This is an optimization exercise on Yosys and OpenROAD, whose aim is small area, not a production implementation.
Function was checked by simulation only, so behaviour that the tests miss may differ from the original.
The flow treats the clock pin as an ideal source, which a real chip does not have.
No activity file was given, so power comes from the tool's default toggle rates.

## design/flow/config.mk

```make
export PLATFORM = sky130hd
export DESIGN_NAME = teatime_tpb
export DESIGN_NICKNAME = teatime_tpb
export VERILOG_FILES = /design/flow/design.v
export SDC_FILE = /design/flow/constraint.sdc
export NUM_CORES = 4
export LEC_CHECK = 0
export CAP_MARGIN = 20
export CORE_MARGIN = 2
export CORE_UTILIZATION = 78
export GPL_TIMING_DRIVEN = 0
export SLEW_MARGIN = 20
```

## design/flow/constraint.sdc

```tcl
create_clock -name core_clock -period 10.0 [get_ports {clk}]
set_input_delay 2.0000 -clock core_clock [delete_from_list [all_inputs] [get_ports {clk}]]
set_output_delay 2.0000 -clock core_clock [all_outputs]
set_load 0.01 [all_outputs]
```

## design/flow/design.v

```verilog
module teatime_tpb #(
    parameter QDIV       = 5,
    parameter TICK_DIV   = 8,
    parameter LONG_ADD   = 32,
    parameter LONG_SET   = 64,
    parameter ACTIVE_ADD = 1'b0,
    parameter ACTIVE_SET = 1'b0
) (
    input  wire        clk,
    input  wire        rst,
    input  wire        tb_en,
    input  wire        pd,
    output reg         sda_o,
    output reg         scl_o,
    input  wire        sda_in,
    input  wire        scl_in,
    input  wire [1:0]  btn_in,
    input  wire        host_valid,
    input  wire [31:0] host_word,
    output reg  [15:0] host_rdata,
    output wire [15:0] mem_addr,
    output wire        mem_re,
    output wire        mem_we,
    output wire [7:0]  mem_wdata,
    input  wire [7:0]  mem_rdata,
    output wire        irq_tick,
    output wire        irq_second,
    output wire        pending
);
    localparam [2:0] S_IDLE = 3'd0, S_ADDRESSING = 3'd1, S_WRITING = 3'd2,
                     S_READING = 3'd3, S_STOPPING = 3'd4;
    localparam [1:0] O_SUCCESS = 2'd0, O_IN_PROGRESS = 2'd1,
                     O_ARB_LOST = 2'd2, O_ADDR_NACK = 2'd3;
    localparam [3:0] EV_NONE = 4'd0, EV_ADDR_ACK = 4'd1, EV_ADDR_NACK = 4'd2,
                     EV_DATA_ACK = 4'd3, EV_DATA_NACK = 4'd4, EV_DATA_RCVD = 4'd5,
                     EV_ARB_LOST = 4'd6, EV_BUS_ERROR = 4'd7, EV_STOP_DONE = 4'd8;
    localparam [2:0] A_NONE = 3'd0, A_START_ADDR = 3'd1, A_SEND = 3'd2,
                     A_RECV = 3'd3, A_ACK_RECV = 3'd4, A_NACK_STOP = 3'd5,
                     A_STOP = 3'd6;
    localparam [3:0] P_IDLE = 4'd0, P_ST0 = 4'd1, P_ST1 = 4'd2, P_ST2 = 4'd3,
                     P_Q1 = 4'd4, P_Q2 = 4'd5, P_Q3 = 4'd6, P_Q4 = 4'd7,
                     P_HOLD = 4'd8, P_SP0 = 4'd9, P_SP1 = 4'd10, P_SP2 = 4'd11,
                     P_SP3 = 4'd12;
    localparam [3:0] R_CMD = 4'd0, R_STATUS = 4'd1, R_TREQ = 4'd2, R_TPTR = 4'd3,
                     R_TLEN = 4'd4, R_TIDX = 4'd5, R_TCOUNT = 4'd6, R_TSTAT = 4'd7,
                     R_TCNT = 4'd8, R_BEV = 4'd9, R_BCNT_ADD = 4'd10,
                     R_BCNT_SET = 4'd11, R_BTN = 4'd12;
    localparam [3:0] C_SUBMIT = 4'd1, C_T_START = 4'd2, C_T_STOP = 4'd3,
                     C_ACK_TICK = 4'd4, C_ACK_SEC = 4'd5;
    localparam QW  = (QDIV > 1) ? $clog2(QDIV) : 1;
    localparam TW  = (TICK_DIV > 1) ? $clog2(TICK_DIV) : 1;
    localparam BAW = $clog2(LONG_ADD);    
    localparam BSW = $clog2(LONG_SET);
    reg [2:0]  state;
    reg [1:0]  oc;
    reg [7:0]  addr_byte;
    reg [15:0] maddr;
    reg [7:0]  rem;
    reg [7:0]  idx;
    reg        sub_acc;
    reg [7:0]  treq;
    reg [15:0] tptr;
    reg [7:0]  tlen;
    reg        ev_pending;
    reg [3:0]  ev_code;
    reg        actv;
    reg [3:0]  ph;
    reg [QW-1:0] qcnt;
    reg [3:0]  bitcnt;
    reg [7:0]  shreg;
    reg        sda_q, scl_q;
    reg        busy_det;
    reg [7:0]  count;
    reg        running;
    reg [TW-1:0] tdiv;
    reg        tick_pending;
    reg        sec_pending;
    reg [7:0]  tcount;
    reg [BAW-1:0] active_add;
    reg [BSW-1:0] active_set;
    reg        lf_add, lf_set;
    reg [2:0]  bev_add, bev_set;
    reg [2:0]  n_state;
    reg [1:0]  n_oc;
    reg [7:0]  n_addr_byte;
    reg [15:0] n_maddr;
    reg [7:0]  n_rem;
    reg [7:0]  n_idx;
    reg        n_sub_acc;
    reg [7:0]  n_treq;
    reg [15:0] n_tptr;
    reg [7:0]  n_tlen;
    reg        n_ev_pending;
    reg [3:0]  n_ev_code;
    reg        n_actv;
    reg [3:0]  n_ph;
    reg [QW-1:0] n_qcnt;
    reg [3:0]  n_bitcnt;
    reg [7:0]  n_shreg;
    reg        n_sda_o, n_scl_o;
    reg        n_sda_q, n_scl_q;
    reg        n_busy_det;
    reg [7:0]  n_count;
    reg        n_running;
    reg [TW-1:0] n_tdiv;
    reg        n_tick_pending;
    reg        n_sec_pending;
    reg [7:0]  n_tcount;
    reg [BAW-1:0] n_active_add;
    reg [BSW-1:0] n_active_set;
    reg        n_lf_add, n_lf_set;
    reg [2:0]  n_bev_add, n_bev_set;
    reg        start_det, stop_det;
    reg        txu, u_rx, u_ack;
    reg        pressed_add, pressed_set;
    reg        handler_rd, handler_wr;
    reg        bus_idle_now;
    reg        n_pend;
    reg [3:0]  acc_idx;
    reg [15:0] acc_data;
    wire pend = (state != S_IDLE);
    always @* begin
        n_state = state;         n_oc = oc;               n_addr_byte = addr_byte;
        n_maddr = maddr;         n_rem = rem;             n_idx = idx;
        n_sub_acc = sub_acc;
        n_treq = treq;           n_tptr = tptr;           n_tlen = tlen;
        n_ev_pending = ev_pending; n_ev_code = ev_code;   n_actv = actv;
        n_ph = ph;               n_qcnt = qcnt;
        n_bitcnt = bitcnt;       n_shreg = shreg;
        n_sda_o = sda_o;         n_scl_o = scl_o;
        n_sda_q = sda_q;         n_scl_q = scl_q;         n_busy_det = busy_det;
        n_count = count;         n_running = running;     n_tdiv = tdiv;
        n_tick_pending = tick_pending; n_sec_pending = sec_pending;
        n_tcount = tcount;
        n_active_add = active_add; n_active_set = active_set;
        n_lf_add = lf_add;       n_lf_set = lf_set;
        n_bev_add = bev_add;     n_bev_set = bev_set;
        start_det  = 1'b0;
        stop_det   = 1'b0;
        handler_rd = 1'b0;
        handler_wr = 1'b0;
        host_rdata = 16'h0000;
        pressed_add = (btn_in[0] == ACTIVE_ADD);
        pressed_set = (btn_in[1] == ACTIVE_SET);
        acc_idx  = host_word[19:16];
        acc_data = host_word[15:0];
        txu  = (state == S_ADDRESSING || state == S_WRITING);
        u_rx = (state == S_READING) && !bitcnt[3];
        u_ack = (state == S_READING) && bitcnt[3];
        if (tb_en) begin
            if (tdiv == TICK_DIV - 1) begin
                n_tdiv = 0;
                n_tick_pending = 1'b1;
                n_bev_add = 3'd0;
                if (pressed_add) begin
                    if (active_add == 0 && !lf_add)
                        n_bev_add = 3'd1;
                    n_active_add = active_add + 1'b1;
                    if (active_add == LONG_ADD - 1) begin
                        n_active_add = 0;
                        if (!lf_add) begin
                            n_bev_add = 3'd3;
                            n_lf_add  = 1'b1;
                        end
                    end
                end else if (active_add != 0 || lf_add) begin
                    n_bev_add    = lf_add ? 3'd6 : 3'd2;
                    n_active_add = 0;
                    n_lf_add     = 1'b0;
                end
                n_bev_set = 3'd0;
                if (pressed_set) begin
                    if (active_set == 0 && !lf_set)
                        n_bev_set = 3'd1;
                    n_active_set = active_set + 1'b1;
                    if (active_set == LONG_SET - 1) begin
                        n_active_set = 0;
                        if (!lf_set) begin
                            n_bev_set = 3'd3;
                            n_lf_set  = 1'b1;
                        end
                    end
                end else if (active_set != 0 || lf_set) begin
                    n_bev_set    = lf_set ? 3'd6 : 3'd2;
                    n_active_set = 0;
                    n_lf_set     = 1'b0;
                end
            end else begin
                n_tdiv = tdiv + 1'b1;
            end
            if (running) begin
                n_count = count + 8'd1;
                if (count == 8'hFF)
                    n_sec_pending = 1'b1;
            end
        end
        if (!pd) begin
            start_det = scl_q & scl_in & sda_q & ~sda_in;
            stop_det  = scl_q & scl_in & ~sda_q & sda_in;
            if (start_det) n_busy_det = 1'b1;
            if (stop_det)  n_busy_det = 1'b0;
            n_sda_q = sda_in;
            n_scl_q = scl_in;
            if (ph == P_IDLE) begin
                if (actv) begin
                    n_actv = 1'b0;
                    n_ph   = P_ST0;
                    n_qcnt = 0;
                end
            end else if (ph == P_HOLD) begin
                if (actv) begin
                    n_actv = 1'b0;
                    n_qcnt = 0;
                    if (state == S_STOPPING && bitcnt[3]) begin
                        n_sda_o = 1'b0;
                        n_ph    = P_SP1;
                    end else begin
                        n_bitcnt = {~bitcnt[3], 3'b000};
                        n_ph     = P_Q1;
                    end
                end
            end else if ((ph == P_Q3 || ph == P_Q4) && (start_det || stop_det)) begin
                n_sda_o = 1'b1;  n_scl_o = 1'b1;
                n_ph = P_IDLE;
                n_ev_code = EV_BUS_ERROR;  n_ev_pending = 1'b1;
            end else if ((ph == P_Q3 || ph == P_SP2) && !scl_in) begin
                n_qcnt = 0;
            end else if (qcnt != QDIV - 1) begin
                n_qcnt = qcnt + 1'b1;
            end else begin
                n_qcnt = 0;
                case (ph)
                    P_ST0: begin
                        if (!sda_in || !scl_in) begin
                            n_sda_o = 1'b1;  n_scl_o = 1'b1;
                            n_ph = P_IDLE;
                            n_ev_code = EV_ARB_LOST;  n_ev_pending = 1'b1;
                        end else begin
                            n_sda_o = 1'b0;
                            n_ph    = P_ST1;
                        end
                    end
                    P_ST1: begin
                        n_scl_o = 1'b0;
                        n_ph    = P_ST2;
                    end
                    P_ST2: begin
                        n_shreg  = addr_byte;
                        n_bitcnt = 4'd0;
                        n_ph     = P_Q1;
                    end
                    P_Q1: begin
                        if (txu)
                            n_sda_o = bitcnt[3] | shreg[7];
                        else if (u_ack)
                            n_sda_o = 1'b0;
                        else
                            n_sda_o = 1'b1;
                        n_ph = P_Q2;
                    end
                    P_Q2: begin
                        n_scl_o = 1'b1;
                        n_ph    = P_Q3;
                    end
                    P_Q3: begin
                        if ((txu && !bitcnt[3] && sda_o && !sda_in) ||
                            (state == S_STOPPING && !sda_in)) begin
                            n_sda_o = 1'b1;  n_scl_o = 1'b1;
                            n_ph = P_IDLE;
                            n_ev_code = EV_ARB_LOST;  n_ev_pending = 1'b1;
                        end else begin
                            n_shreg = {shreg[6:0], sda_in};
                            n_ph = P_Q4;
                        end
                    end
                    P_Q4: begin
                        n_scl_o = 1'b0;
                        if (txu) begin
                            if (!bitcnt[3]) begin
                                n_bitcnt = bitcnt + 4'd1;
                                n_ph     = P_Q1;
                            end else begin
                                if (state == S_ADDRESSING)
                                    n_ev_code = shreg[0] ? EV_ADDR_NACK : EV_ADDR_ACK;
                                else
                                    n_ev_code = shreg[0] ? EV_DATA_NACK : EV_DATA_ACK;
                                n_ev_pending = 1'b1;
                                n_ph = P_HOLD;
                            end
                        end else if (u_rx) begin
                            if (bitcnt[2:0] != 3'd7) begin
                                n_bitcnt = bitcnt + 4'd1;
                                n_ph     = P_Q1;
                            end else begin
                                n_ev_code    = EV_DATA_RCVD;
                                n_ev_pending = 1'b1;
                                n_ph         = P_HOLD;
                            end
                        end else if (u_ack) begin
                            n_bitcnt = 4'd0;
                            n_ph     = P_Q1;
                        end else begin
                            n_ph = P_SP0;
                        end
                    end
                    P_SP0: begin
                        n_sda_o = 1'b0;
                        n_ph    = P_SP1;
                    end
                    P_SP1: begin
                        n_scl_o = 1'b1;
                        n_ph    = P_SP2;
                    end
                    P_SP2: begin
                        n_sda_o = 1'b1;
                        n_ph    = P_SP3;
                    end
                    P_SP3: begin
                        if (sda_in) begin
                            n_ph = P_IDLE;
                            n_ev_code = EV_STOP_DONE;  n_ev_pending = 1'b1;
                        end else begin
                            n_qcnt = QDIV - 1;
                        end
                    end
                    default: ;
                endcase
            end
        end
        if (!pd && ev_pending) begin
            n_ev_pending = 1'b0;
            case (ev_code)
                EV_ARB_LOST, EV_BUS_ERROR: begin
                    n_oc    = O_ARB_LOST;
                    n_state = S_IDLE;
                end
                EV_STOP_DONE: begin
                    n_state = S_IDLE;
                end
                EV_ADDR_NACK, EV_DATA_NACK: begin
                    n_oc    = O_ADDR_NACK;
                    n_actv  = 1'b1;
                    n_state = S_STOPPING;
                end
                EV_DATA_RCVD: begin
                    if (rem != 8'd0) begin
                        handler_wr = 1'b1;
                        n_idx      = idx + 8'd1;
                        n_rem      = rem - 8'd1;
                        n_maddr    = maddr + 16'd1;
                    end
                    n_actv = 1'b1;
                    if (rem[7:1] == 7'd0) begin
                        n_oc    = O_SUCCESS;
                        n_state = S_STOPPING;
                    end
                end
                default: begin    
                    n_actv = 1'b1;
                    if (addr_byte[0]) begin
                        n_state = S_READING;
                    end else if (rem != 8'd0) begin
                        handler_rd = 1'b1;
                        n_shreg    = mem_rdata;
                        n_idx      = idx + 8'd1;
                        n_rem      = rem - 8'd1;
                        n_maddr    = maddr + 16'd1;
                        n_state    = S_WRITING;
                    end else begin
                        n_oc    = O_SUCCESS;
                        n_state = S_STOPPING;
                    end
                end
            endcase
        end
        n_pend = (n_state != S_IDLE);
        bus_idle_now = (n_ph == P_IDLE) && !n_busy_det && sda_in && scl_in;
        case (acc_idx)
            R_STATUS:   host_rdata = {2'b00, n_ev_code, n_ev_pending, n_pend,
                                      n_state, (n_pend ? O_IN_PROGRESS : n_oc),
                                      n_sub_acc, bus_idle_now, n_pend};
            R_TREQ:     host_rdata = {8'h00, n_treq};
            R_TPTR:     host_rdata = n_tptr;
            R_TLEN:     host_rdata = {8'h00, n_tlen};
            R_TIDX:     host_rdata = {8'h00, n_idx};
            R_TCOUNT:   host_rdata = {8'h00, n_tcount};
            R_TSTAT:    host_rdata = {11'd0, n_tick_pending, n_sec_pending & n_running,
                                      n_tick_pending, n_sec_pending, n_running};
            R_TCNT:     host_rdata = {8'h00, n_count};
            R_BEV:      host_rdata = {9'd0, n_bev_set, 1'b0, n_bev_add};
            R_BCNT_ADD: host_rdata = {7'd0, n_lf_add, {(8-BAW){1'b0}}, n_active_add};
            R_BCNT_SET: host_rdata = {7'd0, n_lf_set, {(8-BSW){1'b0}}, n_active_set};
            R_BTN:      host_rdata = {14'd0, pressed_set, pressed_add};
            default:    host_rdata = 16'h0000;
        endcase
        if (host_valid && host_word[31]) begin
            case (acc_idx)
                R_CMD: begin
                    case (acc_data[3:0])
                        C_SUBMIT: begin
                            if (n_pend || !bus_idle_now) begin
                                n_sub_acc = 1'b0;
                            end else begin
                                n_addr_byte = {n_treq[6:0], n_treq[7]};
                                n_maddr     = n_tptr;
                                n_rem       = n_tlen;
                                n_idx       = 8'd0;
                                n_state     = S_ADDRESSING;
                                n_actv       = 1'b1;
                                n_sub_acc   = 1'b1;
                            end
                        end
                        C_T_START: begin
                            n_count   = n_tcount;
                            n_running = 1'b1;
                        end
                        C_T_STOP: begin
                            n_running = 1'b0;
                            n_tcount  = n_count;
                        end
                        C_ACK_TICK: n_tick_pending = 1'b0;
                        C_ACK_SEC:  n_sec_pending  = 1'b0;
                        default: ;
                    endcase
                end
                R_TREQ:   n_treq   = acc_data[7:0];
                R_TPTR:   n_tptr   = acc_data;
                R_TLEN:   n_tlen   = acc_data[7:0];
                R_TCOUNT: n_tcount = acc_data[7:0];
                default: ;
            endcase
        end
    end
    always @(posedge clk) begin
        if (rst) begin
            state <= S_IDLE;     oc <= O_SUCCESS;
            idx <= 8'h00;        sub_acc <= 1'b0;
            treq <= 8'h00;       tptr <= 16'h0000;   tlen <= 8'h00;
            ev_pending <= 1'b0;  ev_code <= EV_NONE; actv <= 1'b0;
            ph <= P_IDLE;
            sda_o <= 1'b1;       scl_o <= 1'b1;
            sda_q <= 1'b1;       scl_q <= 1'b1;      busy_det <= 1'b0;
            count <= 8'h00;      running <= 1'b0;    tdiv <= 0;
            tick_pending <= 1'b0; sec_pending <= 1'b0; tcount <= 8'h00;
            active_add <= 0;     active_set <= 0;
            lf_add <= 1'b0;      lf_set <= 1'b0;
            bev_add <= 3'd0;     bev_set <= 3'd0;
        end else begin
            state <= n_state;    oc <= n_oc;
            idx <= n_idx;        sub_acc <= n_sub_acc;
            treq <= n_treq;      tptr <= n_tptr;     tlen <= n_tlen;
            ev_pending <= n_ev_pending; ev_code <= n_ev_code; actv <= n_actv;
            ph <= n_ph;
            sda_o <= n_sda_o;    scl_o <= n_scl_o;
            sda_q <= n_sda_q;    scl_q <= n_scl_q;   busy_det <= n_busy_det;
            count <= n_count;    running <= n_running; tdiv <= n_tdiv;
            tick_pending <= n_tick_pending; sec_pending <= n_sec_pending;
            tcount <= n_tcount;
            active_add <= n_active_add; active_set <= n_active_set;
            lf_add <= n_lf_add;  lf_set <= n_lf_set;
            bev_add <= n_bev_add; bev_set <= n_bev_set;
        end
    end
    always @(posedge clk) begin
        addr_byte <= n_addr_byte; maddr <= n_maddr; rem <= n_rem;
        qcnt <= n_qcnt;           bitcnt <= n_bitcnt;
        shreg <= n_shreg;
    end
    assign mem_addr   = maddr;
    assign mem_re     = handler_rd;
    assign mem_we     = handler_wr;
    assign mem_wdata  = shreg;
    assign irq_tick   = tick_pending;
    assign irq_second = sec_pending & running;
    assign pending    = pend;
endmodule
```

## design/flow/flow/run.sh

```bash
#!/bin/bash
# Standard ORFS layout (standard.sh's make call and the standard flow's synthesis script),
# with these changes:
#  - synthesis maps the combinational logic with flow/area.abc
#    (flow/abc_override.tcl is sourced ahead of synth_recipe.tcl)
#  - the port buffers are buf_1 cells
#  - clock tree synthesis uses small clock buffers and no dummy loads
set -euo pipefail
here=$(pwd)
cat flow/abc_override.tcl synth_recipe.tcl > my_synth.tcl
sed -e "s#SYNTH_SCRIPT=[^ ]*#SYNTH_SCRIPT=$here/my_synth.tcl#" standard.sh > my_standard.sh
export MY_ABC_SCRIPT=$here/flow/area.abc
export BUFFER_PORTS_ARGS="-buffer_cell sky130_fd_sc_hd__buf_1"
export CTS_ARGS="-sink_clustering_enable -repair_clock_nets -dont_use_dummy_load -buf_list {sky130_fd_sc_hd__clkbuf_4 sky130_fd_sc_hd__clkbuf_8} -root_buf sky130_fd_sc_hd__clkbuf_8"
bash my_standard.sh > standard.log 2>&1
```

## design/flow/flow/abc_override.tcl

```tcl
# Map the combinational logic with flow/area.abc (an area-oriented ABC script)
# instead of ORFS's abc script; every other argument is kept.
proc abc {args} {
  set out {}
  set skip 0
  foreach a $args {
    if {$skip} { set skip 0; continue }
    if {$a eq "-script"} { set skip 1; continue }
    lappend out $a
  }
  yosys abc -script $::env(MY_ABC_SCRIPT) {*}$out
}
```

## design/flow/flow/area.abc

```
strash; &get -n; &deepsyn -T 300; &dch -f; &nf -R 1000 -p; &put
```

## design/flow/standard.sh

```bash
#!/bin/bash
# synth_recipe.tcl (not shown) runs the flow's synth.tcl, then flattens the netlist and writes it again
# the make line also repeats each setting of config.mk as NAME=value (left out here)
make -C /OpenROAD-flow-scripts/flow DESIGN_CONFIG=/design/flow/config.mk WORK_HOME=/design/flow/orfs CLKGATE_MAP_FILE= SYNTH_SCRIPT=/design/flow/synth_recipe.tcl "${@:-finish}"
```

==> run notes, run 1 <==
Outcome
The flow ran to the end and the layout has no timing, DRC or antenna violations.

CTS
The H-tree generated during clock tree synthesis spans 4 levels. The TritonCTS buffer count is 17. The cell at the root of the clock tree is sky130_fd_sc_hd__clkbuf_8.

The clock network latency to the later pin of the worst-skew pair is 0.45 ns. The count of hold-fix buffers inserted at cts is 0. TritonCTS built the clock tree. The total number of clock tree sinks is 149. Gates resized during post-CTS repair numbered 0. The maximum clock insertion buffer count is 2.

After clock tree synthesis, the clock-pin slew on the worst setup and hold paths is about 0.070 ns. The post-CTS repair timing setup buffer count is 0.

STA
Dividing the final minimum period by the clock period gives roughly three quarters. Setup total negative slack on the finished layout was measured at 0 ns. For the pin with the worst max-slew slack, the measured transition is 1.03 ns. Setup repair after global routing left no endpoint under its margin. The total setup violations reported at the end of the flow is 0. In this run the tightest slew margin relative to its limit is 30.6%. Derived from the worst setup path, the maximum achievable clock frequency is 135 MHz. The smallest clock period supported by the final layout is computed as 7.43 ns.

The total count of hold-check failures in the final report is 0. On the final layout, the worst clock skew is 0.0414 ns. The final max-slew violation count is 0.

Synth
The number of flops mapped to enable cells by yosys is 15. The number of nets in the synthesized netlist is 858. The largest area contributor in the synthesized netlist is sky130_fd_sc_hd__dfxtp_1.

The number of distinct library cell variants in the gate-level netlist after synthesis is 52. Counting flops and latches in the post-synthesis netlist gives 149. The top cell type by area accounts for 38.6% of the synthesized area. The post-synthesis average cell area is 8.79 um^2. The cell count after synthesis came out at 791.

The share of flip-flops with an asynchronous set or reset is 0%. Ranked by total cell area, the synthesized netlist is headed by sky130_fd_sc_hd__dfxtp_1, sky130_fd_sc_hd__edfxtp_1, sky130_fd_sc_hd__nor2_1. The sequential area share after synthesis is a little under half.

The main flop type after synthesis is sky130_fd_sc_hd__dfxtp_1. For this run, the number of Yosys warnings is 1. The post-synthesis instance area is 0.00696 mm^2.

Critical path
The worst setup path is captured at an output pin. The category of cells accounting for the largest share of critical-path delay is simple AND/OR/NAND/NOR gates. The standard cell with the maximum stage delay on the critical path is sky130_fd_sc_hd__a21oi_2. For the worst setup path, the data arrival time is approximately 5.4 ns. Data on the critical path is required at its endpoint by 8.00 ns. The number of buffers and inverters on the critical path is 3. The critical path is of the primary input to output pin type. Counting stages on the worst path, the most repeated cell is sky130_fd_sc_hd__nand2b_1. The critical path goes through buf_1, nand2b_1, nor2_1, nand2_1, a21oi_2, nand2_1, clkinv_1, or3_1, nand2b_1, a21boi_0, and3_1, nand2b_1, o211ai_1, buf_1. The largest single stage delay on the critical path is 0.68 ns. Of all nets on the critical path, the largest fanout is 17. The type of origin of the critical path is a primary input.

Power and ir drop
The net switching share of the total power is 23.2%. The power density over cell area is 132 mW/mm^2. Combinational logic is responsible for 5.0% of the overall power. VDD sags by at most approximately 0.098 mV. The power share of the sequential group is 61.1%.

Cell internal power was estimated by the tool at 774 uW. In this run the static leakage power is 0.00285 uW. For this design the total switching power over the nets is 234 uW.

The clock network power share is 33.9%.

Run
Across the run, the number of max-cap violations was 0.

Floorplan
The die covers just under 0.01 mm^2. The floorplan row count is 34. 96 I/O pins were placed.

The width of the chip is a little under 100 um. Measured along the y axis, the die boundary spans 98.4 um. The starting density of the core is 80.1%.

After floorplanning, the core was sized to cover 0.00868 mm^2.

Finish
The largest registers in the layout are maddr x16, tptr x16. 0 antenna diodes ended up in the layout. From synthesis to final layout, the design area changed by 10.1%. After the flow finishes, the layout carries non-filler instances totaling 1001. Leaving out fill and tap cells, the most frequent cell in the layout is sky130_fd_sc_hd__dfxtp_1. After the last flow step, the layout net total stands at 962. The share of layout cells above drive strength 1 is ~2.6%. In the layout the commonest cells are sky130_fd_sc_hd__dfxtp_1, sky130_fd_sc_hd__nor2_1, sky130_fd_sc_hd__nand2_1, sky130_fd_sc_hd__buf_1, sky130_fd_sc_hd__o21ai_0.

Global route
The total overflow left after global routing is 0. The via count of the first global-routing pass was 6828. The pin count of the biggest net entering global routing is 39. The initial antenna violation count is 0. The wire length of the first global-routing pass is 32200 um. Across every metal layer, demand over resource in global routing totals 41.2%.

Placed design
The wire-length estimate of the detail-placed layout is 14300 um. After detailed placement, the design holds a cell count of 984. The placer's final routability congestion estimate is 1.02. The number of port buffers is 84.

Routing
Detailed routing inserted a total of 7201 vias. The average vias per placed instance is 7.19. The routed wire length per instance is 20.0 um. The first routing iteration left 966 violations. The wire length reported by the detailed router is ~20000 um. The number of iterations in the first detailed-routing pass is 10. For this run, design rule violations remaining after detail routing come to 0. The detail route stage leaves a number of antenna-violating nets equal to 0.

Min path
In this run the worst hold path is classified as flop to flop.
==> cells by family after synthesis <==
kind of cell | after synthesis | synth area share, %
mux | 7 | 1.06
simple gates | 348 | 23.8
fa+ha+maj | 18 | 3.24
buf+inv | 21 | 1.13
flops | 149 | 45.0
compound gates | 216 | 21.7
xor+xnor | 32 | 4.03
==> power groups by stage <==
stage	logic [uW]	registers, uW	clock network, uW
after floorplan	23.7	627	0
after global placement	45.3	628	0
after detailed placement	47.0	628	0
after CTS	47.7	615	337
after global routing	53.8	616	357
final	50.4	615	342
==> worst reg2reg max path, stage by stage (launching register included) <==
cell and delay (ns):
sky130_fd_sc_hd__dfxtp_1 0.45, sky130_fd_sc_hd__nand2b_1 0.29, sky130_fd_sc_hd__clkinv_1 0.12, sky130_fd_sc_hd__a32oi_1 0.29, sky130_fd_sc_hd__o31ai_1 0.20, sky130_fd_sc_hd__nor2_1 0.17, sky130_fd_sc_hd__nand2_1 0.11, sky130_fd_sc_hd__a21oi_2 0.69
sky130_fd_sc_hd__nand2_1 0.22, sky130_fd_sc_hd__clkinv_1 0.27, sky130_fd_sc_hd__or3_1 0.24, sky130_fd_sc_hd__nand2b_1 0.15, sky130_fd_sc_hd__a21boi_0 0.35, sky130_fd_sc_hd__and3_1 0.28, sky130_fd_sc_hd__nand3_1 0.72, sky130_fd_sc_hd__and3_1 0.54
sky130_fd_sc_hd__a21oi_1 0.13, sky130_fd_sc_hd__o21ai_0 0.10
==> Yosys cell counts (3+ instances only) <==
library cell,count
sky130_fd_sc_hd__xnor2_1,10
sky130_fd_sc_hd__dfxtp_1,134
sky130_fd_sc_hd__a311oi_1,4
sky130_fd_sc_hd__a21o_1,7
sky130_fd_sc_hd__or2_0,5
sky130_fd_sc_hd__o221ai_1,4
sky130_fd_sc_hd__nor2b_1,21
sky130_fd_sc_hd__nor3_1,19
sky130_fd_sc_hd__mux2_1,3
sky130_fd_sc_hd__o211ai_1,4
sky130_fd_sc_hd__nand4_1,17
sky130_fd_sc_hd__and4_1,3
sky130_fd_sc_hd__nand3_1,20
sky130_fd_sc_hd__o31ai_1,7
sky130_fd_sc_hd__ha_1,18
sky130_fd_sc_hd__mux2i_1,4
sky130_fd_sc_hd__a211oi_1,5
sky130_fd_sc_hd__a31oi_1,8
sky130_fd_sc_hd__nand2_1,92
sky130_fd_sc_hd__nor4_1,5
sky130_fd_sc_hd__edfxtp_1,15
sky130_fd_sc_hd__o22ai_1,19
sky130_fd_sc_hd__and3_1,25
sky130_fd_sc_hd__or3_1,6
sky130_fd_sc_hd__nand2b_1,15
sky130_fd_sc_hd__a22o_1,36
sky130_fd_sc_hd__o21a_1,7
sky130_fd_sc_hd__xor2_1,22
sky130_fd_sc_hd__nor2_1,105
sky130_fd_sc_hd__and2_0,7
sky130_fd_sc_hd__o21ai_0,42
sky130_fd_sc_hd__a22oi_1,6
sky130_fd_sc_hd__a221oi_1,5
sky130_fd_sc_hd__a222oi_1,11
sky130_fd_sc_hd__a21oi_1,35
sky130_fd_sc_hd__nor3b_1,3
sky130_fd_sc_hd__a21boi_0,3
sky130_fd_sc_hd__clkinv_1,21
==> layer usage <==
metal  track usage, %  routed length [um]  up-vias
li1                 -                   -     3149
met1             51.6                7220     3284
met2             68.0                9280      615
met3             8.23                2370      153
met4             21.3                1110        0
met5                0                   0        -
==> through the flow <==
step | setup slack [ns] | hold WS, ns | area, um^2 | power, uW | util (%)
after floorplan | 3.53 | 0.430 | 6960 | 651 | -
after global placement | 2.37 | 0.439 | 7410 | 673 | 85.3
after detailed placement | 2.70 | 0.449 | 7420 | 675 | 85.5
after CTS | 2.68 | 0.460 | 7650 | 999 | 88.2
after global routing | 2.32 | 0.483 | 7660 | 1030 | 88.3
final | 2.57 | 0.466 | 7660 | 1010 | 88.3
==> area by class of cell <==
type                       count  area (um^2)
sequential                   149         3130
inverter                      21         78.8
fill                         468         1020
clock buffer                  17          234
multi-input combinational    621         3760
timing repair buffer          85          324
tap                          108          135
==> path summary, 6_finish.rpt <==
check	from	to	slack, ns	cells after the start
setup / recovery	pd	host_rdata[8]	2.57	14
setup reg to reg	ev_code[3]	rem[0]	4.61	17
hold reg to reg	shreg[6]	shreg[6]	0.47	2
hold / removal	shreg[6]	shreg[6]	0.47	2
==> run 2, diff against run 1 <==
==> design/flow/flow/run.sh (replaced) <==
#!/bin/bash
# Standard ORFS layout (standard.sh's make call and the standard flow's synthesis script),
# with these changes:
#  - synthesis maps the combinational logic with flow/area.abc
#    (flow/abc_override.tcl is sourced ahead of synth_recipe.tcl)
#  - the port buffers are buf_1 cells
#  - the clock reaches the flip-flops through six clkbuf_16 leaf buffers
#    (flow/leaf_buffers.tcl, run just before clock tree synthesis), and clock
#    tree synthesis builds only the tree from the clock port to them
set -euo pipefail
here=$(pwd)
cat flow/abc_override.tcl synth_recipe.tcl > my_synth.tcl
sed -e "s#SYNTH_SCRIPT=[^ ]*#SYNTH_SCRIPT=$here/my_synth.tcl#" standard.sh > my_standard.sh
export MY_ABC_SCRIPT=$here/flow/area.abc
export BUFFER_PORTS_ARGS="-buffer_cell sky130_fd_sc_hd__buf_1"
export PRE_CTS_TCL=$here/flow/leaf_buffers.tcl
export CTS_ARGS="-clk_nets clk -dont_use_dummy_load -buf_list {sky130_fd_sc_hd__clkbuf_8 sky130_fd_sc_hd__clkbuf_16} -root_buf sky130_fd_sc_hd__clkbuf_16"
bash my_standard.sh > standard.log 2>&1
==> design/flow/flow/leaf_buffers.tcl (new file) <==
# Clock leaf buffers, run before clock tree synthesis: split the flip-flops on
# the clock net into nx strips by x, each strip into ny groups by y, and drive
# each group from its own buffer placed at the group's centre. Clock tree
# synthesis then builds the tree from the clock port to these buffers only.
proc tpb_leaf_buffers {nx ny cell} {
  set block [ord::get_db_block]
  set db [ord::get_db]
  set master [$db findMaster $cell]
  set clknet [$block findNet clk]
  set sinks {}
  foreach it [$clknet getITerms] {
    set inst [$it getInst]
    set loc [$inst getLocation]
    lappend sinks [list $it [lindex $loc 0] [lindex $loc 1]]
  }
  set n [llength $sinks]
  set byx [lsort -integer -index 1 $sinks]
  set groups {}
  for {set a 0} {$a < $nx} {incr a} {
    set strip [lrange $byx [expr {$a*$n/$nx}] [expr {($a+1)*$n/$nx - 1}]]
    set byy [lsort -integer -index 2 $strip]
    set m [llength $byy]
    for {set b 0} {$b < $ny} {incr b} {
      lappend groups [lrange $byy [expr {$b*$m/$ny}] [expr {($b+1)*$m/$ny - 1}]]
    }
  }
  set i 0
  foreach g $groups {
    set sx 0; set sy 0
    foreach s $g { incr sx [lindex $s 1]; incr sy [lindex $s 2] }
    set cx [expr {$sx / [llength $g]}]
    set cy [expr {$sy / [llength $g]}]
    set inst [odb::dbInst_create $block $master "clkleaf_$i"]
    set net [odb::dbNet_create $block "clkleaf_net_$i"]
    $net setSigType CLOCK
    foreach s $g {
      set it [lindex $s 0]
      $it disconnect
      $it connect $net
    }
    [$inst findITerm X] connect $net
    [$inst findITerm A] connect $clknet
    $inst setLocation $cx $cy
    $inst setPlacementStatus PLACED
    incr i
  }
  puts "tpb_leaf_buffers: $n sinks in [llength $groups] groups"
}

tpb_leaf_buffers 2 3 sky130_fd_sc_hd__clkbuf_16
detailed_placement
--- a/design/flow/config.mk
+++ b/design/flow/config.mk
@@ -8,5 +8,4 @@
 export CAP_MARGIN = 20
 export CORE_MARGIN = 2
 export CORE_UTILIZATION = 78
-export GPL_TIMING_DRIVEN = 0
 export SLEW_MARGIN = 20
==> run notes, run 2 <==
Outcome
The flow ran to the end and the layout has no timing, DRC or antenna violations.

STA
Setup repair after global routing left no endpoint under its margin. After layout, the worst path uses 71.7% of the clock period. Clock skew on the completed layout was measured at 0.0119 ns. The worst pin sits at a relative slew slack of 30.0%. Setup violations remaining at the end of the flow were counted as 0. The total count of hold-check failures in the final report is 0. The slew at the pin closest to its max-slew limit is between 1 and 1.5 ns. For this run, the top clock speed supported by timing is approximately 140 MHz.

The worst slack on hold paths is about 0.47 ns. The final max-slew violation count came to 0. The setup total negative slack is 0 ns.

Subtracting the final worst setup slack from the clock period gives 7.17 ns.

Critical path
The critical path goes through buf_1, nor2b_1, nand2_1, nor3b_1, o21a_1, o22ai_1, a21boi_1, o2111ai_1, nor3_1, a211oi_1, o21ai_0, buf_1. For this run, the slowest stage of the critical path takes 0.64 ns. STA classifies the critical path endpoint as an output pin.

The data required time at the worst endpoint is around 8.0 ns. The maximum fanout along the worst path is 11. The critical path class is primary input to output pin. The worst setup path is launched from a primary input. The standard cell with the maximum stage delay on the critical path is sky130_fd_sc_hd__a21boi_1. The cell repeated most along the worst path is sky130_fd_sc_hd__buf_1.

The data arrival at the endpoint of the critical path is a little over 5 ns.

Power and ir drop
VDD sags by at most around 0.12 mV. The leakage power figure is 0.00286 uW. The power density over cell area is about 130 mW/mm^2.

Routing
The initial DRC count is 817. The wire length reported by the detailed router is 20300 um. The average vias per placed instance is around 7.2. The routed wire length per instance is 20.4 um. In this run the remaining antenna-violating nets after routing total 0. The vias after detailed routing is 7135. The remaining routing DRC violations is 0. The first TritonRoute pass finished after 8 iterations.

CTS
The clock tree from TritonCTS is done. The post-cts repair resize count is 0. The count of hold-fix buffers inserted at cts is 0. In this run, CTS created clock tree buffers numbering 3. The clock network latency to the later pin of the worst-skew pair is 0.44 ns. The post-CTS repair timing setup buffer count is 0. Clock-pin slew was measured on the worst setup and hold paths at ~0.09 ns.

Floorplan
The floorplan step defined a die boundary enclosing 0.00969 mm^2. The initial utilization of the core area, before any placement, comes to between 80 and 90%. During I/O placement, the number of pins put on the boundary was 96. The initialized floorplan defines 34 standard-cell rows. The core box area is approximately 0.0087 mm^2. The width of the chip is about 100 um. The die is 98.4 um tall.

Synth
For this run, the number of Yosys warnings is 1. The fraction of post-synthesis cell area in the top cell type by area is 38.6%. After synthesis the cells add up to 0.00696 mm^2.

The main flop type after synthesis is sky130_fd_sc_hd__dfxtp_1. Ranked by instance count, the synthesized netlist is headed by sky130_fd_sc_hd__dfxtp_1, sky130_fd_sc_hd__nor2_1, sky130_fd_sc_hd__nand2_1. The post-synthesis average cell area is 8.79 um^2. Yosys attributes the largest share of cell area to sky130_fd_sc_hd__dfxtp_1, sky130_fd_sc_hd__edfxtp_1, sky130_fd_sc_hd__nor2_1.

Counting flops with an async set or reset pin after synthesis yields a share of 0%. sky130_fd_sc_hd__dfxtp_1 is the most common cell in the netlist. The post-synthesis instance total is around 790. The largest total area in the synthesized netlist belongs to sky130_fd_sc_hd__dfxtp_1.

The flip-flop and latch count after synthesis is 149. Of the synthesized area, sequential elements account for 45.0%. In this run, synthesis inferred 15 flip-flops with an integrated enable. Synthesis produced a netlist with a net count of 858. The number of distinct library cell variants in the gate-level netlist after synthesis is 52.

Placed design
During placement, the flow inserted port buffers numbering between 80 and 90. Once detailed placement completed, the half-perimeter wirelength came to 14500 um. The placed instances occupy a cell area of 0.00744 mm^2. The congestion estimate from routability-driven global placement came to 1.01.

The instance count after placement with tap cells included is 988.

Finish
The number of fill cells in the layout is between 400 and 500. In the final layout, the registers with the most flip-flops are maddr x16, tptr x16. The area growth from synthesis to layout is 10.3%.

Once layout is done, the placed cells without fillers occupy around 0.0077 mm^2. The final-stage net count is 958. 0 antenna diodes ended up in the layout. In the layout the commonest cells are sky130_fd_sc_hd__dfxtp_1, sky130_fd_sc_hd__nor2_1, sky130_fd_sc_hd__nand2_1, sky130_fd_sc_hd__buf_1, sky130_fd_sc_hd__o21ai_0.

The share of layout cells above drive strength 1 is 1.69%. The most frequent standard cell in the layout excluding fill and tap cells is sky130_fd_sc_hd__dfxtp_1. The number of standard cells in the final layout excluding fillers is 997.

Global route
The overall routing resource usage is 41.7%. The initial antenna violation count is 0. The wire length of the first global-routing pass is ~33000 um. The via count of the first global-routing pass is 6725. Entering global routing, the biggest net connects 39 pins. For this run the aggregate overflow at the end of global routing stands at 0.

Run
The number of max-capacitance violations reported is 0.

Min path
The type of the tightest min-delay check is flop to flop.
run 2: power by group:
part	switching (uW)	total, uW	internal, uW
Combinational	35.8	51.3	15.5
Sequential	5.98	615	609
Clock	184	346	162
run 2: worst paths after layout:
check,start,end,slack [ns],cells after the start
worst max-delay path,pd,host_rdata[1],2.83,12
worst min-delay path,shreg[2],shreg[2],0.47,2
worst max register to register,ev_code[3],rem[0],5.18,17
worst min register to register,shreg[2],shreg[2],0.47,2
run 2: cell type report, clock buffers not listed:
class | instances | area, um^2 | share of cell area (%)
well taps | 108 | 135 | 1.76
plain buffers | 6 | 150 | 1.96
multi-input cells | 621 | 3750 | 48.8
flip-flops and latches | 149 | 3130 | 40.8
repair buffers | 89 | 353 | 4.60
inverters | 21 | 78.8 | 1.03
run 2: cell families after synthesis:
kind of cell | share of synthesized area (%)
XOR/XNOR | 4.03
buffers and inverters | 1.13
AND/OR/NAND/NOR | 23.8
flip-flops | 45.0
AO/OA/AOI/OAI | 21.7
adder cells (fa/ha/maj) | 3.24
multiplexers | 1.06
run 2: routing by layer:
metal	part of all wire (%)	up-vias	global-route usage, %	wire length [um]
li1	-	3159	-	-
met3	12	137	6.38	2470
met4	6.1	0	21.3	1240
met2	46	638	68.3	9380
met1	36	3201	54.1	7250
met5	0	-	0	0
run 2: per-stage QoR:
| step | util [%] | total power [uW] | setup WS (ns) |
|---|---|---|---|
| final | 88.4 | 1010 | 2.83 |
| after global routing | 88.4 | 1040 | 2.67 |
| after CTS | 88.4 | 1010 | 2.79 |
| after detailed placement | 85.8 | 676 | 2.87 |
| after global placement | 85.8 | 673 | 3.09 |
| after floorplan | - | 651 | 3.53 |
run 2: worst max-delay path: cells and delay by family:
| kind | cells | cell delay [ns] |
|---|---|---|
| simple gates | 4 | 0.80 |
| compound gates | 6 | 1.77 |
| buf+inv | 2 | 0.61 |
==> run 3, diff against run 2 <==
--- a/design/flow/flow/run.sh
+++ b/design/flow/flow/run.sh
@@ -14,5 +14,5 @@
 export MY_ABC_SCRIPT=$here/flow/area.abc
 export BUFFER_PORTS_ARGS="-buffer_cell sky130_fd_sc_hd__buf_1"
 export PRE_CTS_TCL=$here/flow/leaf_buffers.tcl
-export CTS_ARGS="-clk_nets clk -dont_use_dummy_load -buf_list {sky130_fd_sc_hd__clkbuf_8 sky130_fd_sc_hd__clkbuf_16} -root_buf sky130_fd_sc_hd__clkbuf_16"
+export CTS_ARGS="-clk_nets clk -dont_use_dummy_load -buf_list {sky130_fd_sc_hd__clkbuf_8} -root_buf sky130_fd_sc_hd__clkbuf_8"
 bash my_standard.sh > standard.log 2>&1
--- a/design/flow/config.mk
+++ b/design/flow/config.mk
@@ -8,4 +8,5 @@
 export CAP_MARGIN = 20
 export CORE_MARGIN = 2
 export CORE_UTILIZATION = 78
+export GPL_TIMING_DRIVEN = 0
 export SLEW_MARGIN = 20
==> run notes, run 3 <==
Synth
The main flop type after synthesis is sky130_fd_sc_hd__dfxtp_1. The post-synthesis average cell area is 8.79 um^2. The post-synthesis net count is 858. Ranked by instance count, the synthesized netlist is headed by sky130_fd_sc_hd__dfxtp_1, sky130_fd_sc_hd__nor2_1, sky130_fd_sc_hd__nand2_1. The sequential area share after synthesis is 45.0%. Counting flops with an async set or reset pin after synthesis yields a share of 0%. The fraction of post-synthesis cell area in the top cell type by area is ~39%.

The largest area contributor in the synthesized netlist is sky130_fd_sc_hd__dfxtp_1. The post-synthesis instance total is 791. The most repeated cell in the gate-level netlist after synthesis is sky130_fd_sc_hd__dfxtp_1. For this run, the number of Yosys warnings is 1. The flip-flop and latch count after synthesis is 149. In this run the cell area of the synthesized design comes to 0.00696 mm^2. The synthesized design contains 15 enable-type register cells. The number of distinct library cell variants in the gate-level netlist after synthesis is 52. Ranked by total cell area, the synthesized netlist is headed by sky130_fd_sc_hd__dfxtp_1, sky130_fd_sc_hd__edfxtp_1, sky130_fd_sc_hd__nor2_1.

Finish
The library cell used most frequently in the layout, excluding fill and tap cells, is sky130_fd_sc_hd__dfxtp_1. The final design area excluding fillers is 0.00761 mm^2. The area growth from synthesis to layout is 9.46%. In the layout the commonest cells are sky130_fd_sc_hd__dfxtp_1, sky130_fd_sc_hd__nor2_1, sky130_fd_sc_hd__nand2_1, sky130_fd_sc_hd__buf_1, sky130_fd_sc_hd__o21ai_0. The largest registers in the layout are maddr x16, tptr x16. The multi-input logic area is 0.00375 mm^2.

The repair_antennas step left the layout with diodes totalling 0. Fill cells in the final layout number roughly 460. In the final layout, flip-flops and latches occupy around 0.0031 mm^2. In the final layout, the share of cells above drive strength 1 is 1.58%. The final-stage net count is 954.

STA
The total count of hold-check failures in the final report came to 0. The final max-slew violation count came to 0. At the pin with the least slew margin, the transition time is 1.13 ns. The total setup violations reported at the end of the flow is 0. The final cycle utilization of the critical path is 74.3%. Measured against its own limit, the worst slew margin works out to about 24%. Derived from the worst setup path, the maximum achievable clock frequency is 135 MHz. Across the routed clock network, the largest skew measured is 0.0137 ns.

Setup repair after global routing left no endpoint under its margin. The clock period minus final worst setup slack is 7.43 ns. After routing, the total negative slack on setup checks comes to 0 ns.

Critical path
In this run the critical register-to-register path is captured at rem[0]. Following the worst setup path forward leads to its endpoint at host_rdata[8]. Across all register-to-register paths, the minimum setup slack is about 4.7 ns. The critical path goes through buf_1, nand2b_1, nor2_1, nand2_1, a21oi_2, nand2_1, clkinv_1, or3_1, nand2b_1, a21boi_0, and3_1, nand2b_1, o211ai_1, buf_1. The category of cells accounting for the largest share of critical-path delay is simple AND/OR/NAND/NOR gates. The number of stages on the worst setup path is 14.

The critical path is of the primary input to output pin type. The data required time at the worst endpoint is 8.00 ns. STA classifies the critical path endpoint as an output pin. The number of buffers and inverters on the critical path is 3. Data on the critical path arrives at its endpoint at around 5.4 ns. The maximum fanout along the worst path is 17. The standard cell with the maximum stage delay on the critical path is sky130_fd_sc_hd__a21oi_2. The startpoint of the worst-slack reg-to-reg timing path is ev_code[3].

The type of origin of the critical path is a primary input. The cell repeated most along the worst path is sky130_fd_sc_hd__nand2b_1. The worst register-to-register path has a depth of 17. Tracing the worst setup path back leads to its startpoint at pd.

The longest individual stage delay on the worst path is 0.67 ns.

Routing
The final layout contains routed wiring with a total length of 19600 um. In the routed design, unresolved DRC markers number 0. The routed wire length per instance is 19.8 um.

After detailed routing, the number of vias per cell comes to slightly above 7. Once detail routing completed, the nets flagged for antenna violations numbered 0. The pre-antenna-repair detailed-routing pass consisted of 8 iterations. The vias after detailed routing is 7047. The detailed router finished its first iteration with about 800 violations.

Global route
The overall routing resource usage is 39.9%. The via count of the first global-routing pass was 6718. The total overflow left after global routing is 0. The initial antenna violation count is 0. Entering global routing, the biggest net connects 39 pins. The wire length of the first global-routing pass is 31800 um.

Run
The tool flagged a number of max-cap violations equal to 0.

Floorplan
The number of placed I/O pins is 96. The die height is between 90 and 100 um. The width of the chip is 98.4 um. The floorplan row count is 34. The core region is 0.00868 mm^2. The starting density of the core is about 80%. The floorplan step defined a die boundary enclosing roughly 0.0097 mm^2.

CTS
The clock network latency to the later pin of the worst-skew pair is between 0.4 and 0.5 ns. TritonCTS built the clock tree. The post-cts repair resize count is 0. The post-CTS repair timing setup buffer count is 0. Clock-pin slew was measured on the worst setup and hold paths at around 0.090 ns. Counting the buffers created by CTS gives 3.

In this run, post-CTS hold repair placed 0 buffers.

Power and ir drop
The maximum resistive drop on vdd is 0.119 mV. For this design the static power due to leakage is 0.00283 uW. The power density over cell area is 129 mW/mm^2.

Placed design
Routability-driven placement finished with a final weighted congestion of roughly 1. The HPWL after detailed placement is 14300 um. During placement, the flow inserted port buffers numbering 84. After detailed placement, the total cell area comes to 0.00742 mm^2.

Outcome
The run finished with no timing, DRC or antenna violations.

Min path
In this run the worst hold path is classified as flop to flop.
-- run 3: worst min-delay path: cells and delay by family, from the launching register on --
| kind | cells | cell delay (ns) |
|---|---|---|
| DFF | 1 | 0.34 |
| and+or+nand+nor | 2 | 0.10 |
-- run 3: worst min path at each step --
stage                         from  endpoint  cells past startpoint
after floorplan            tptr[7]  maddr[7]                      2
after global placement    shreg[4]  shreg[4]                      2
after detailed placement  shreg[4]  shreg[4]                      2
after CTS                 shreg[4]  shreg[4]                      2
after global routing      shreg[4]  shreg[4]                      2
final                     shreg[4]  shreg[4]                      2
-- run 3: metrics by stage --
stage	setup slack [ns]	hold slack [ns]	power (uW)	util [%]	cells
6_report	2.57	0.465	980	87.7	993
2_1_floorplan	3.53	0.430	651	-	791
3_3_place_gp	2.37	0.439	673	85.3	983
3_5_place_dp	2.70	0.449	675	85.5	984
4_1_cts	2.68	0.462	975	87.7	993
5_1_grt	2.33	0.484	1000	87.7	993
-- run 3: layout make-up, clock buffers not listed --
cell class,instances,share of cell area (%)
Multi-Input combinational cell,621,49.3
Sequential cell,149,41.2
Timing Repair Buffer,85,4.26
Buffer,6,1.97
Tap cell,108,1.77
Inverter,21,1.04
-- run 3: logic make-up (layout without fill, tap and decap cells) --
| family | Yosys count | after routing | share of synthesized area, % |
|---|---|---|---|
| buffers and inverters | 21 | 115 | 1.13 |
| adders and majority gates | 18 | 18 | 3.24 |
| and+or+nand+nor | 348 | 348 | 23.8 |
| AOI/OAI and AO/OA | 216 | 216 | 21.7 |
| DFF | 149 | 149 | 45.0 |
| muxes | 7 | 7 | 1.06 |
| xor gates and xnor gates | 32 | 32 | 4.03 |
-- run 3: power by group --
part,switching [uW],internal (uW),total (uW)
combinational,34.8,15.1,49.8
sequential,6.06,609,615
clock,179,136,315
total,220,759,980
-- run 3: per-layer routing --
metal / track usage (%) / wire length [um] / vias up
met2: 65.6 / 8980 / 589
met4: 20.7 / 1150 / 0
met5: 0 / 0 / -
li1: - / - / 3128
met1: 51.2 / 7250 / 3197
met3: 6.17 / 2260 / 133

[what the ideal ports hide]
The results above use ideal ports. As a check the final layouts listed here were re-extracted and re-timed, cells and wires unchanged. Step 1 (the two cells are an assumption about what drives the block):
set clk [get_ports {clk}]
set_driving_cell -lib_cell sky130_fd_sc_hd__clkbuf_16 $clk
set_driving_cell -lib_cell sky130_fd_sc_hd__buf_2 [delete_from_list [all_inputs] $clk]
Step 2 also shifts input and output timing later by t, the mid clock arrival at the registers, as if the neighbouring blocks saw the same clock. Slacks: ideal / step 1 / step 2; pairs: ideal / step 1.
run | shift t [ns] | setup WS [ns] | worst register clock-pin slew, ns | worst data-port slew with drivers (ns)
run 1 | 0.467 | 2.569 / 2.548 / 2.548 | 0.10 / 0.10 | 0.03
run 2 | 0.479 | 2.829 / 2.803 / 2.803 | 0.10 / 0.10 | 0.03
run 3 | 0.488 | 2.566 / 2.545 / 2.545 | 0.10 / 0.10 | 0.03
After both steps setup and hold are still met in every run listed. For run 2, which loses most, drivers alone change the setup slack by -0.026 ns; drivers and shift together by -0.026 ns.
